This design comes from an exercise in tuning for small area, a short achievable clock period and few clock cycles per item on the open sky130 flow, not from production work.
Function was checked by simulation only, so behaviour that the tests miss may differ from the original.
Power figures rest on the tool's default switching activity, not on a simulated workload.

$ cat run.sh
#!/bin/bash
# synth_recipe.tcl (not shown) runs the flow's synth.tcl, then flattens the netlist and writes it again
# the make line also repeats each setting of config.mk as NAME=value (left out here)
make -C /OpenROAD-flow-scripts/flow DESIGN_CONFIG=/design/flow/config.mk WORK_HOME=/design/flow/orfs CLKGATE_MAP_FILE= SYNTH_SCRIPT=/design/flow/synth_recipe.tcl finish
$ cat config.mk
export PLATFORM = sky130hd
export DESIGN_NAME = rng90_codec
export DESIGN_NICKNAME = rng90_codec
export VERILOG_FILES = /design/flow/design.v
export SDC_FILE = /design/flow/constraint.sdc
export NUM_CORES = 4
export LEC_CHECK = 0
export CAP_MARGIN = 20
export CORE_MARGIN = 2
export CORE_UTILIZATION = 40
export PLACE_DENSITY = 0.6
export SLEW_MARGIN = 20
$ cat constraint.sdc
create_clock -name core_clock -period 5.5 [get_ports {clk}]
set_input_delay 1.1000 -clock core_clock [delete_from_list [all_inputs] [get_ports {clk}]]
set_output_delay 1.1000 -clock core_clock [all_outputs]
set_load 0.01 [all_outputs]
$ cat design.v
module rng90_crc_step (
    input  wire [15:0] crc_in,
    input  wire [7:0]  data,
    output wire [15:0] crc_out
);
    reg [15:0] c;
    integer i;
    always @* begin
        c = crc_in;
        for (i = 0; i < 8; i = i + 1) begin
            if (data[i] ^ c[15])
                c = {c[14:0], 1'b0} ^ 16'h8005;
            else
                c = {c[14:0], 1'b0};
        end
    end
    assign crc_out = c;
endmodule
module rng90_framer (
    input  wire        clk,
    input  wire        rst,
    input  wire        cmd_valid,
    output wire        cmd_ready,
    input  wire [7:0]  cmd_opcode,
    input  wire [7:0]  cmd_param1,
    input  wire [15:0] cmd_param2,
    input  wire [7:0]  cmd_len,
    input  wire        din_valid,
    output wire        din_ready,
    input  wire [7:0]  din_data,
    output reg         tx_valid,
    input  wire        tx_ready,
    output reg  [7:0]  tx_data,
    output wire        tx_last
);
    localparam [3:0] S_IDLE  = 4'd0,
                     S_SEL   = 4'd1,
                     S_COUNT = 4'd2,
                     S_OP    = 4'd3,
                     S_P1    = 4'd4,
                     S_P2L   = 4'd5,
                     S_P2H   = 4'd6,
                     S_DATA  = 4'd7,
                     S_CRCL  = 4'd8,
                     S_CRCH  = 4'd9;
    localparam [7:0] SEL_CMD = 8'h03;
    reg [3:0]  state;
    reg [7:0]  opcode;
    reg [7:0]  param1;
    reg [15:0] param2;
    reg [7:0]  len;
    reg [7:0]  remaining;
    reg [15:0] crc;
    wire [15:0] crc_next;
    wire        fire = tx_valid && tx_ready;
    rng90_crc_step u_crc (
        .crc_in (crc),
        .data   (tx_data),
        .crc_out(crc_next)
    );
    assign cmd_ready = (state == S_IDLE);
    assign din_ready = (state == S_DATA) && tx_ready;
    assign tx_last   = (state == S_CRCH);
    always @* begin
        tx_valid = 1'b1;
        tx_data  = 8'h00;
        case (state)
            S_IDLE:  tx_valid = 1'b0;
            S_SEL:   tx_data  = SEL_CMD;
            S_COUNT: tx_data  = len + 8'd7;
            S_OP:    tx_data  = opcode;
            S_P1:    tx_data  = param1;
            S_P2L:   tx_data  = param2[7:0];
            S_P2H:   tx_data  = param2[15:8];
            S_DATA: begin
                tx_valid = din_valid;
                tx_data  = din_data;
            end
            S_CRCL:  tx_data  = crc[7:0];
            S_CRCH:  tx_data  = crc[15:8];
            default: tx_valid = 1'b0;
        endcase
    end
    always @(posedge clk) begin
        if (rst) begin
            state     <= S_IDLE;
            opcode    <= 8'h00;
            param1    <= 8'h00;
            param2    <= 16'h0000;
            len       <= 8'h00;
            remaining <= 8'h00;
            crc       <= 16'h0000;
        end else begin
            case (state)
                S_IDLE: begin
                    if (cmd_valid) begin
                        opcode    <= cmd_opcode;
                        param1    <= cmd_param1;
                        param2    <= cmd_param2;
                        len       <= cmd_len;
                        remaining <= cmd_len;
                        crc       <= 16'h0000;
                        state     <= S_SEL;
                    end
                end
                S_SEL:   if (fire) state <= S_COUNT;
                S_COUNT: if (fire) begin crc <= crc_next; state <= S_OP;  end
                S_OP:    if (fire) begin crc <= crc_next; state <= S_P1;  end
                S_P1:    if (fire) begin crc <= crc_next; state <= S_P2L; end
                S_P2L:   if (fire) begin crc <= crc_next; state <= S_P2H; end
                S_P2H: begin
                    if (fire) begin
                        crc <= crc_next;
                        if (remaining == 8'd0)
                            state <= S_CRCL;
                        else
                            state <= S_DATA;
                    end
                end
                S_DATA: begin
                    if (fire) begin
                        crc       <= crc_next;
                        remaining <= remaining - 8'd1;
                        if (remaining == 8'd1)
                            state <= S_CRCL;
                    end
                end
                S_CRCL:  if (fire) state <= S_CRCH;
                S_CRCH:  if (fire) state <= S_IDLE;
                default: state <= S_IDLE;
            endcase
        end
    end
endmodule
module rng90_validator (
    input  wire       clk,
    input  wire       rst,
    input  wire       rsp_valid,
    output wire       rsp_ready,
    input  wire [5:0] rsp_cap,
    input  wire       rx_valid,
    output wire       rx_ready,
    input  wire [7:0] rx_data,
    output wire       res_valid,
    input  wire       res_ready,
    output reg        res_ok,
    output reg  [7:0] res_count,
    output wire       pl_valid,
    input  wire       pl_ready,
    output wire [7:0] pl_data,
    output wire       pl_last
);
    localparam [2:0] V_IDLE  = 3'd0,
                     V_COUNT = 3'd1,
                     V_REST  = 3'd2,
                     V_CHECK = 3'd3,
                     V_RES   = 3'd4,
                     V_PAY   = 3'd5;
    localparam integer BUF_LEN = 35;
    reg [2:0]  state;
    reg [5:0]  cap;
    reg [7:0]  count;
    reg [5:0]  total;       
    reg [5:0]  idx;
    reg [15:0] crc;
    reg [7:0]  buffer [0:BUF_LEN-1];
    wire [15:0] crc_next;
    wire        rx_fire = rx_valid && rx_ready;
    wire        in_crc = ({2'b00, idx} + 8'd2) < count;
    rng90_crc_step u_crc (
        .crc_in ((state == V_COUNT) ? 16'h0000 : crc),
        .data   (rx_data),
        .crc_out(crc_next)
    );
    wire [5:0] total_from_count =
        (rx_data == 8'd0)                ? 6'd1 :
        (rx_data < {2'b00, cap})         ? rx_data[5:0] :
                                           cap;
    wire [5:0] crc_lo_idx  = count[5:0] - 6'd2;
    wire [5:0] crc_hi_idx  = count[5:0] - 6'd1;
    wire [7:0] crc_lo_byte = buffer[crc_lo_idx];
    wire [7:0] crc_hi_byte = buffer[crc_hi_idx];
    wire       frame_ok = (count >= 8'd3) && (count <= {2'b00, cap}) &&
                          (crc == {crc_hi_byte, crc_lo_byte});
    assign rsp_ready = (state == V_IDLE);
    assign rx_ready  = (state == V_COUNT) || (state == V_REST);
    assign res_valid = (state == V_RES);
    assign pl_valid  = (state == V_PAY);
    assign pl_data   = buffer[idx];
    assign pl_last   = ({2'b00, idx} == count - 8'd3);
    always @(posedge clk) begin
        if (rx_fire)
            buffer[idx] <= rx_data;
    end
    always @(posedge clk) begin
        if (rst) begin
            state     <= V_IDLE;
            cap       <= 6'd0;
            count     <= 8'd0;
            total     <= 6'd0;
            idx       <= 6'd0;
            crc       <= 16'h0000;
            res_ok    <= 1'b0;
            res_count <= 8'd0;
        end else begin
            case (state)
                V_IDLE: begin
                    if (rsp_valid) begin
                        cap   <= rsp_cap;
                        idx   <= 6'd0;
                        state <= V_COUNT;
                    end
                end
                V_COUNT: begin
                    if (rx_fire) begin
                        count <= rx_data;
                        total <= total_from_count;
                        crc   <= crc_next;
                        idx   <= 6'd1;
                        if (total_from_count == 6'd1)
                            state <= V_CHECK;
                        else
                            state <= V_REST;
                    end
                end
                V_REST: begin
                    if (rx_fire) begin
                        if (in_crc)
                            crc <= crc_next;
                        idx <= idx + 6'd1;
                        if (idx + 6'd1 == total)
                            state <= V_CHECK;
                    end
                end
                V_CHECK: begin
                    res_ok    <= frame_ok;
                    res_count <= count;
                    state     <= V_RES;
                end
                V_RES: begin
                    if (res_ready) begin
                        idx <= 6'd1;
                        if (res_ok && count > 8'd3)
                            state <= V_PAY;
                        else
                            state <= V_IDLE;
                    end
                end
                V_PAY: begin
                    if (pl_ready) begin
                        idx <= idx + 6'd1;
                        if (pl_last)
                            state <= V_IDLE;
                    end
                end
                default: state <= V_IDLE;
            endcase
        end
    end
endmodule
module rng90_codec (
    input  wire        clk,
    input  wire        rst,
    input  wire        cmd_valid,
    output wire        cmd_ready,
    input  wire [7:0]  cmd_opcode,
    input  wire [7:0]  cmd_param1,
    input  wire [15:0] cmd_param2,
    input  wire [7:0]  cmd_len,
    input  wire        din_valid,
    output wire        din_ready,
    input  wire [7:0]  din_data,
    output wire        tx_valid,
    input  wire        tx_ready,
    output wire [7:0]  tx_data,
    output wire        tx_last,
    input  wire        rsp_valid,
    output wire        rsp_ready,
    input  wire [5:0]  rsp_cap,
    input  wire        rx_valid,
    output wire        rx_ready,
    input  wire [7:0]  rx_data,
    output wire        res_valid,
    input  wire        res_ready,
    output wire        res_ok,
    output wire [7:0]  res_count,
    output wire        pl_valid,
    input  wire        pl_ready,
    output wire [7:0]  pl_data,
    output wire        pl_last
);
    rng90_framer u_framer (
        .clk       (clk),
        .rst       (rst),
        .cmd_valid (cmd_valid),
        .cmd_ready (cmd_ready),
        .cmd_opcode(cmd_opcode),
        .cmd_param1(cmd_param1),
        .cmd_param2(cmd_param2),
        .cmd_len   (cmd_len),
        .din_valid (din_valid),
        .din_ready (din_ready),
        .din_data  (din_data),
        .tx_valid  (tx_valid),
        .tx_ready  (tx_ready),
        .tx_data   (tx_data),
        .tx_last   (tx_last)
    );
    rng90_validator u_validator (
        .clk      (clk),
        .rst      (rst),
        .rsp_valid(rsp_valid),
        .rsp_ready(rsp_ready),
        .rsp_cap  (rsp_cap),
        .rx_valid (rx_valid),
        .rx_ready (rx_ready),
        .rx_data  (rx_data),
        .res_valid(res_valid),
        .res_ready(res_ready),
        .res_ok   (res_ok),
        .res_count(res_count),
        .pl_valid (pl_valid),
        .pl_ready (pl_ready),
        .pl_data  (pl_data),
        .pl_last  (pl_last)
    );
endmodule
==> run notes <==
[power by group through the flow]
stage	Sequential [uW]	Clock, uW	Combinational (uW)
after global placement	3690	0	3150
after detailed placement	3700	0	3170
final	3640	3300	3230
after CTS	3630	3330	3190
after global routing	3660	3450	3440
after floorplan	3560	0	2300
[layer usage]
| layer | track usage [%] | wire [um] | up-vias |
|---|---|---|---|
| met5 | 0 | 15 | - |
| met1 | 33.0 | 28600 | 8510 |
| met4 | 9.97 | 3000 | 2 |
| met3 | 7.34 | 8950 | 167 |
| li1 | - | - | 7261 |
| met2 | 37.9 | 34600 | 1100 |
[registers in the layout, summed over array words and instances (netlist names), named ones only]
name                   flops
u_framer.opcode            8
u_validator.res_ok         1
u_validator.res_count      8
u_validator.crc           16
u_framer.param1            8
u_framer.param2           16
u_validator.cap            6
u_validator.idx            6
u_validator.total          6
u_validator.buffer       280
u_validator.count          8
u_validator.state          3
u_framer.crc              16
u_framer.remaining         8
u_framer.state             4
u_framer.len               8
[worst max-delay path: stages (launching register included)]
cell and delay (ns):
dfxtp_4 0.86, buf_4 0.39, mux4_2 0.54, mux4_2 0.47, mux2i_1 0.40, o21ai_0 0.16
clkdlybuf4s50_1 0.53
[stage by stage]
stage	setup slack, ns	instance area [um2]
after floorplan	1.25	23300
after global placement	1.02	25300
after detailed placement	1.01	25300
after CTS	0.388	26900
after global routing	0.248	26900
final	0.435	26900
[synthesized netlist by cell type, types with 10 or more instances]
master	number	area [um2]
o21ai_0	57	285
nor2_1	135	507
mux2_2	12	135
mux2i_1	89	891
nand4_1	11	68.8
edfxtp_1	280	8410
a21oi_1	133	666
nor2b_1	11	68.8
or3_1	10	62.6
nand3_1	49	245
a211o_1	11	96.3
xor2_1	33	289
inv_1	32	120
dfxtp_1	128	2560
xnor2_1	66	578
ha_1	31	388
nor3_1	29	145
clkbuf_1	75	282
buf_2	33	165
a31oi_1	10	62.6
buf_1	21	78.8
nand2_1	196	736
mux4_2	212	4770
buf_6	10	113
[cell type report]
| class | count | area share [%] |
|---|---|---|
| clock buffer | 52 | 4.37 |
| timing repair buffer | 177 | 6.11 |
| sequential | 408 | 40.9 |
| tap | 765 | 3.56 |
| multi-input combinational | 1255 | 43.1 |
| inverter | 34 | 0.484 |
| clock inverter | 30 | 1.58 |
[cell families after synthesis]
group,synth area share [%]
AOI/OAI and AO/OA,7.66
xor gates and xnor gates,4.22
adders and majority gates,1.67
buffers and inverters,3.57
DFF,47.1
muxes,26.0
and+or+nand+nor,9.78
[worst max-delay path by stage]
stage                      end  slack (ns)
finish              pl_data[5]        0.43
global route        pl_data[0]        0.25
CTS                 pl_data[5]        0.39
detailed placement  pl_data[5]        1.01
global placement    pl_data[5]        1.02
floorplan              pl_last        1.25
==> run notes <==
largest net degree at the start of global routing=77; die area=0.0601 mm2; CP Capture Type=primary output; antenna viol nets, final=0; hold path start=u_framer.param2[5]; clock power share=32.4%; DRC=0; Fmax achieved=0.197 GHz; post-CTS sizing=0; routed len/inst=27.6 um; final wirelength=75,100 um; hold path cells=2; CTS tree=done; syn avg cell area=12.6 um2; initial core utilization=40.4%; reg2reg setup slack=0.94 ns; DIE HEIGHT=245 um; Syn Nets=1,947; clk slew on worst S/H paths=0.06 ns; first-pass GRT wire length=110,000 um; via density per instance=6.26; GRT overflow=0; Seq cells post-synth=408; Antenna Cells=0; H-tree depth=2; initial antenna violation count=1; critical path class=reg2out; minimum hold slack=0.457 ns; DR pass1 iterations=6; Hold EP=u_framer.param2[5]; Num CTS Buffers=45; Cells after Synth=1,845; via count=17,040; FF-to-FF Start=u_validator.count[2]; row count=88; Slew headroom=18.1%; Clock Latency Late Sink=0.60 ns; cts hold-fix bufs=0; Max Slew Vio Count=0; Cell Area, Synth=0.0233 mm2; Max Cap Viol=0; area occupied by multi-input gates=0.0116 mm2; part of the cycle the worst path needs=92.1%; most frequent cells in the layout=edfxtp_1 (280), mux4_2 (212), nand2_1 (195), a21oi_1 (133), nor2_1 (132); skew final=0.0379 ns; maximum vdd drop=240 uV; register area=0.0110 mm2; EDFF count, synth=280; worst hold path class=reg2reg; pwr/cell area=378 mW/mm2; share of layout cells above drive strength 1=20.1%; placed instance count=2,638; GRT Overall Usage=24.8%; static leakage=0.00861 uW; unrepaired setup endpoints after global routing=false; Post-Layout Cell Count=2,721; register area share after synthesis=47.1%; CTS Sinks=408; Internal=6820 uW; Arr. time, crit path=3.97 ns; setup bufs post-CTS=0; core footprint=0.0576 mm2; clk root buf=clkbuf_16; Tot Pwr=10,200 uW; R2R Path End=u_validator.res_ok; die extent in x=245 um; ys async rst share=0%; post-DP HPWL=51,000 um; R2R cell count=12; Crit Path Max Fanout=35; number of fill cells=5,051; minimum clock period after layout=5.07 ns; io pins=105; most common cell after layout, fill and taps aside=edfxtp_1; sw power=3340 uW; Worst Tran Pin Value=1.22 ns; Sw Ratio=32.9%; Port Buf Inserts=104; fin nets=2,023; Critical Path RT=4.40 ns; Ys Warns=3; Yosys cell types=79; Iter 0 DRT Violations=2,297; vias in the first global route=16,234; Layout area overhead=15.5%; predominant post-synthesis flop cell=edfxtp_1; CP startpoint kind=register; endpoints failing setup=0; Setup TNS Final=0 ns; status=timing/DRC/antenna clean; Final Hold Fails=0; Combinational Power Share=31.8%; final core utilization=46.7%; GPL Wtd Cong=0.991; Seq pwr share=35.8%; Longest Clk Path Bufs=3
Testbench counts, summed over its fixed seeds: cycles 59,503, items 2,080.

[port drivers added, routing unchanged]
Ports are ideal in the flow. The routed layout listed here was re-timed in OpenROAD. Step 1 (the two cells are an assumption about what drives the block):
set clk [get_ports {clk}]
set_driving_cell -lib_cell sky130_fd_sc_hd__clkbuf_16 $clk
set_driving_cell -lib_cell sky130_fd_sc_hd__buf_2 [delete_from_list [all_inputs] $clk]
Step 2 times the ports against the registers' clock, not the clock port: input delays grow and output delays shrink by t, the midpoint of the rising clock arrivals with the driver on. a / b / c = ideal ports / drivers / drivers and shift; a / b = the first two.
t, ns: 0.648
setup slack, ns: 0.435 / 0.371 / 0.945
cell pins on the clock port's net: 1
After both steps this run still meets setup and hold. The setup slack of this run moves by -0.064 ns with the drivers and by +0.510 ns with both steps.
